This design comes from an exercise in tuning for small area, a short achievable clock period and few clock cycles per item on the open sky130 flow, not from production work. The RTL was checked by simulation tests, not by an equivalence proof against the original design.

**flow/design.v**
```verilog
module cau_qr_h1 (
    input  wire        ff,
    input  wire [31:0] a_i,
    input  wire [31:0] b_i,
    input  wire [31:0] c_i,
    input  wire [31:0] d_i,
    input  wire [31:0] s_c,
    output wire [31:0] a_o,
    output wire [31:0] b_o,
    output wire [31:0] c_o,
    output wire [31:0] d_o
);
    wire [31:0] a1 = a_i + b_i;
    wire [31:0] d1x = d_i ^ a1;
    wire [31:0] d1 = {d1x[15:0], d1x[31:16]};
    wire [31:0] c1 = c_i + (ff ? s_c : d1);
    wire [31:0] b1x = b_i ^ c1;
    wire [31:0] b1 = {b1x[19:0], b1x[31:20]};
    assign a_o = a1;
    assign b_o = b1;
    assign c_o = c1;
    assign d_o = d1;
endmodule
module cau_qr_h2 (
    input  wire [31:0] a_i,
    input  wire [31:0] b_i,
    input  wire [31:0] c_i,
    input  wire [31:0] d_i,
    output wire [31:0] a_o,
    output wire [31:0] b_o,
    output wire [31:0] c_o,
    output wire [31:0] d_o
);
    wire [31:0] a2 = a_i + b_i;
    wire [31:0] d2x = d_i ^ a2;
    wire [31:0] d2 = {d2x[23:0], d2x[31:24]};
    wire [31:0] c2 = c_i + d2;
    wire [31:0] b2x = b_i ^ c2;
    wire [31:0] b2 = {b2x[24:0], b2x[31:25]};
    assign a_o = a2;
    assign b_o = b2;
    assign c_o = c2;
    assign d_o = d2;
endmodule
module cau_chacha_core (
    input  wire         clk,
    input  wire         rst,
    input  wire         start,
    output wire         ready,
    input  wire [255:0] key,
    input  wire [95:0]  nonce,
    input  wire [31:0]  counter,
    output wire         done,
    output wire [511:0] block
);
    localparam [127:0] CONST = {32'h6b206574, 32'h79622d32, 32'h3320646e, 32'h61707865};
    reg [511:0] x;             
    reg [511:0] m;             
    reg [383:0] ka;            
    reg [383:0] kb;            
    reg         vx;            
    reg [4:0]   rx, rm;        
    reg         f1;            
    reg         f2;            
    reg         rdy;           
    assign ready = rdy;
    assign done  = f2;
    assign block = m;
    function [31:0] be32(input [31:0] v);
        be32 = {v[7:0], v[15:8], v[23:16], v[31:24]};
    endfunction
    function [95:0] be96(input [95:0] v);
        be96 = {be32(v[95:64]), be32(v[63:32]), be32(v[31:0])};
    endfunction
    wire [383:0] k_in = {be96(nonce), counter, key};
    wire [511:0] s_in = {k_in, CONST};
    wire [511:0] s_a  = {ka, CONST};
    wire [511:0] h1;
    wire [511:0] h2;
    genvar g;
    generate
        for (g = 0; g < 4; g = g + 1) begin : g_qr
            cau_qr_h1 u_h1 (
                .ff(f1),
                .a_i(x[32*g +: 32]),      .b_i(x[32*(4+g) +: 32]),
                .c_i(x[32*(8+g) +: 32]),  .d_i(x[32*(12+g) +: 32]),
                .s_c(s_a[32*(8+g) +: 32]),
                .a_o(h1[32*g +: 32]),     .b_o(h1[32*(4+g) +: 32]),
                .c_o(h1[32*(8+g) +: 32]), .d_o(h1[32*(12+g) +: 32])
            );
            cau_qr_h2 u_h2 (
                .a_i(m[32*g +: 32]),      .b_i(m[32*(4+g) +: 32]),
                .c_i(m[32*(8+g) +: 32]),  .d_i(m[32*(12+g) +: 32]),
                .a_o(h2[32*g +: 32]),     .b_o(h2[32*(4+g) +: 32]),
                .c_o(h2[32*(8+g) +: 32]), .d_o(h2[32*(12+g) +: 32])
            );
        end
    endgenerate
    wire [511:0] fw;
    generate
        for (g = 0; g < 16; g = g + 1) begin : g_ff
            if (g >= 8 && g < 12) begin : g_c
                assign fw[32*g +: 32] = h1[32*g +: 32];
            end else begin : g_add
                assign fw[32*g +: 32] = x[32*g +: 32] + s_a[32*g +: 32];
            end
        end
    endgenerate
    wire [511:0] nx;
    generate
        for (g = 0; g < 4; g = g + 1) begin : g_wb
            assign nx[32*g +: 32]      = h2[32*g +: 32];
            assign nx[32*(8+g) +: 32]  = h2[32*(8 + (g+2)%4) +: 32];
            assign nx[32*(4+g) +: 32]  = rm[0] ? h2[32*(4 + (g+3)%4) +: 32]
                                               : h2[32*(4 + (g+1)%4) +: 32];
            assign nx[32*(12+g) +: 32] = rm[0] ? h2[32*(12 + (g+1)%4) +: 32]
                                               : h2[32*(12 + (g+3)%4) +: 32];
        end
    endgenerate
    always @(posedge clk) begin
        rx <= rdy ? 5'd0 : rm + 5'd1;
        rm <= rx;
        if (rst) begin
            vx  <= 1'b0;
            f1  <= 1'b0;
            f2  <= 1'b0;
            rdy <= 1'b1;
        end else begin
            vx  <= rdy ? start : 1'b1;
            f1  <= !rdy && rm == 5'd19;
            f2  <= f1;
            rdy <= !vx || f1;
        end
    end
    always @(posedge clk) begin
        m  <= f1 ? fw : h1;
        kb <= ka;
        if (rdy) begin
            x  <= s_in;
            ka <= k_in;
        end else begin
            x  <= nx;
            ka <= kb;
        end
    end
endmodule
```
**flow/flow/run.sh**
```bash
#!/bin/bash
# Standard layout (the standard.sh, unchanged synthesis) with a larger
# setup margin for repair_timing, so that the resizer keeps shortening the
# critical paths well below the 20 ns constraint.
set -euo pipefail
MARGIN=$(cat flow/margin.txt)
bash standard.sh SETUP_SLACK_MARGIN=$MARGIN finish > flow_make.log 2>&1
```
**flow/flow/margin.txt**
```
14
```
**flow/standard.sh**
```bash
#!/bin/bash
# synth_recipe.tcl (not shown) runs the flow's synth.tcl, then flattens the netlist and writes it again
# the make line also repeats each setting of config.mk as NAME=value (left out here)
make -C /OpenROAD-flow-scripts/flow DESIGN_CONFIG=/design/flow/config.mk WORK_HOME=/design/flow/orfs CLKGATE_MAP_FILE= SYNTH_SCRIPT=/design/flow/synth_recipe.tcl "${@:-finish}"
```
**flow/config.mk**
```make
export PLATFORM = sky130hd
export DESIGN_NAME = cau_chacha_core
export DESIGN_NICKNAME = cau_chacha_core
export VERILOG_FILES = /design/flow/design.v
export SDC_FILE = /design/flow/constraint.sdc
export NUM_CORES = 4
export LEC_CHECK = 0
export CAP_MARGIN = 30
export CORE_MARGIN = 2
export CORE_UTILIZATION = 40
export PLACE_DENSITY = 0.6
export SLEW_MARGIN = 30
```
**flow/constraint.sdc**
```tcl
create_clock -name core_clock -period 20.0 [get_ports {clk}]
set_input_delay 4.0000 -clock core_clock [delete_from_list [all_inputs] [get_ports {clk}]]
set_output_delay 4.0000 -clock core_clock [all_outputs]
set_load 0.01 [all_outputs]
```
==> summary.md <==
| Metric | Value |
|---|---|
| DP Area | `109000 µm²` |
| GRT overflow | `0` |
| Clock Tree Buf Depth | `3` |
| Final WL | `around 600000 µm` |
| Root Buffer | `clkbuf_16` |
| Antenna violations before repair | `137` |
| Syn_nets | `12200` |
| Mapped Avg Cell Area | `8.67 µm²` |
| Clock skew after layout | `0.0517 ns` |
| Max-cap check violation count | `0` |
| Sequential-to-total area share from yosys stat | `38.0%` |
| CTS Buf Count | `204` |
| Met1 usage in global routing | `between 60% and 70%` |
| Core Area | `237000 µm²` |
| Async set or reset register ratio after synthesis | `0%` |
| # DRC | `0` |
| Busiest grt layer | `met2` |
| Die Y-Extent | `492 µm` |
| Layout cell share with drive strength beyond 1 | `18.9%` |
| First-pass DRT Iterations | `8` |
| Mean number of vias per cell | `about 6.2` |
| Largest net degree at the start of global routing | `171` |
| RD Place Congestion | `1.12` |
| TritonCTS clock tree | `done` |
| Nature of the critical path startpoint | `register` |
| Port bufs | `900` |
| Peak Freq | `approximately 0.15 GHz` |
| Worst Hold Slack | `between 0.3 and 0.4 ns` |
| Grt met3 use | `13.1%` |
| WL/cell | `38.8 µm` |
| Crit path required time | `20.76 ns` |
| Synth warn | `1` |
| Final count of pins violating max slew | `0` |
| Area Growth Syn to Fin | `34.6%` |
| Final instance area | `128000 µm²` |
| Yosys reg bits | `roughly 1800` |
| Number of flops mapped to enable cells by yosys | `0` |
| Crit path time final | `about 6.6 ns` |
| Rows | `179` |
| First-pass GRT wire length | `791000 µm` |
| Vias in the first global route | `89000` |
| Hold Path Class | `reg2reg` |
| Largest area contributor in the netlist | `dfxtp_1` |
| HPWL Detailed | `508000 µm` |
| Largest cells by area after synthesis | `dfxtp_1, ha_1, xnor2_1` |
| DR iter-0 viols | `14100` |
| Crit Path Class | `reg2reg` |
| Endpoints failing setup | `0` |
| Via count | `98100` |
| Fin crit share | `~33%` |
| Clk Latency, worst-skew pair | `0.91 ns` |
| Tot GR Track Use | `48.2%` |
| Filler cells | `21500` |
| Most common cell after layout, fill and taps aside | `dfxtp_1` |
| CTS sink cnt | `1806` |
| Setup tns final | `0 ns` |
| # IOs | `about 900` |
| DRT antenna net count | `0` |
| Commonest cells after routing, fill and taps aside | `dfxtp_1, o21ai_0, nand2_1, clkdlybuf4s50_1, a21oi_1` |
| Chip width | `492 µm` |
| Final hold violation count | `0` |
| Fin nets | `13500` |
| Count of different cell masters after synthesis | `between 100 and 150` |
| Starting Density | `40.1%` |
| Relative slew slack | `approximately 18%` |
| Die area | `242000 µm²` |
| Mapped Cells | `11000` |
| CP Capture Type | `register` |
| RSZ-0062 raised after global routing | `yes` |
| Status | `no timing/DRC/antenna violations` |
| Slew @ Worst Pin | `1.23 ns` |
| Met2 Use GR | `between 60% and 70%` |
| Netlist Area Pre-Place | `95200 µm²` |
| Maximum fanout along the worst path | `3` |
| Clk slew on worst S/H paths | `0.06 ns` |
| Crit path arrival time | `7.39 ns` |
| Yosys top cell area share | `38.0%` |
| Main synth FF type | `dfxtp_1` |
| CTS H-tree lvls | `4` |
critical path, stage by stage, from the launching register on:
cell	delay [ns]
dfxtp_4	0.45
ha_4	0.24
a2111oi_4	0.36
o21ai_2	0.16
a221oi_4	0.37
o211ai_1	0.15
buf_4	0.18
a221o_1	0.42
o2bb2ai_2	0.17
o21a_1	0.21
nor2_4	0.15
xnor2_4	0.17
xor2_4	0.20
buf_12	0.17
inv_4	0.04
ha_4	0.16
a211oi_2	0.23
nor2_2	0.09
o41ai_4	0.20
buf_4	0.18
a32oi_4	0.12
a211o_1	0.36
a221o_1	0.42
a211oi_2	0.27
xnor2_2	0.20
xor2_2	0.34
nor2_1	0.12
o21ai_2	0.34
layout make-up:
| cell class | count | area (µm²) | area share [%] |
|---|---|---|---|
| inverters | 753 | 2850 | 2.22 |
| repair buffers | 1488 | 14100 | 11.0 |
| diodes | 82 | 205 | 0.160 |
| well taps | 3167 | 3960 | 3.09 |
| clock inverters | 118 | 1770 | 1.38 |
| multi-input cells | 8092 | 63000 | 49.1 |
| flip-flops and latches | 1806 | 36700 | 28.6 |
| clock buffers | 264 | 5620 | 4.38 |
flip-flops by register name, indices dropped and copies added (netlist names):
signal	flops
f1	1
kb	384
rx	5
m	512
rdy	1
vx	1
f2	1
ka	384
x	512
rm	5
timing repair:
action | in CTS | in global routing
cloned | 0 | 0
buffers inserted | 241 | 193
gates resized for setup | 1035 | 673
pin swaps | 254 | 420
endpoints found under the setup margin | 577 | 301
hold buffers | 0 | 0
through the flow:
step / setup WS [ns] / std cells / util (%)
2_1_floorplan: 14.32 / 11000 / -
3_3_place_gp: 9.62 / 14900 / 45.6
3_5_place_dp: 10.94 / 14900 / 45.9
4_1_cts: 13.38 / 15500 / 51.9
5_1_grt: 13.34 / 15700 / 54.0
6_report: 13.37 / 15800 / 54.0
Yosys cell counts, types with 72 or more instances:
cell and number:
xnor2_1 669, inv_1 751, o21a_1 115, xor2_1 551, clkbuf_1 294, dfxtp_1 1806, nor2b_1 95, nor2_1 723
o21ai_1 122, nor3_1 116, nand2_1 939, o21bai_1 72, mux2i_1 77, o21ai_0 1099, nand2b_1 100, a211oi_1 84
a21oi_1 902, a31oi_1 81, nand3_1 144, and2_1 75, ha_1 760, and3_1 78, a21o_1 402
cells by family (layout without fill, tap and decap cells):
group                      after synthesis  in the layout  synth area share [%]
and+or+nand+nor                       2552           2552                  12.3
DFF                                   1806           1806                  38.0
adders and majority gates              784            784                  10.5
other                                    0             82                     0
buffers and inverters                 1089           2623                  4.32
muxes                                  145            145                  1.63
xor gates and xnor gates              1246           1246                  11.8
AOI/OAI and AO/OA                     3365           3365                  21.5
final timing paths:
kind | slack [ns] | cells past startpoint | to | start
worst max-delay path | 13.37 | 27 | x[132] | m[228]
worst max register to register | 13.37 | 27 | x[132] | m[228]
worst min register to register | 0.33 | 0 | rm[0] | rx[0]
worst min-delay path | 0.33 | 0 | rm[0] | rx[0]
per-layer routing:
metal  routed length [µm]  share of wire, %  vias up
met3                73100                12     1717
met4                63500                10       38
met1               236000                39    48000
met5                  336             0.055        -
li1                     -                 -    41000
met2               239000                39     7313
Testbench counts, summed over its fixed seeds: cycles 16,144, blocks 768.

-- afterwards: timing with drivers on the ports --
How much do the figures lean on ideal ports? The routed layout below was timed once more, with nothing changed but the port constraints. Step 1 sets driving cells, clkbuf_16 on the clock port and buf_2 on the other inputs (assumed; they add their load-dependent delay and slew). Step 2 moves the port delays by t, midway between the first and last clock arrival at a register: inputs arrive t later, outputs are due t later. That takes back most of the time a late clock gives input paths. a / b / c = ideal ports / drivers / drivers and shift; a / b = the first two.
t (ns): 0.991
setup slack, ns: 13.370 / 13.370 / 13.370
worst setup path at the end: register to register
worst register clock-pin slew, ns: 0.07 / 0.07
worst data-port slew with drivers (ns): 0.20
After both steps setup and hold are still met in this run. The setup slack of this run moves by 0.000 ns with the drivers and by 0.000 ns with both steps.
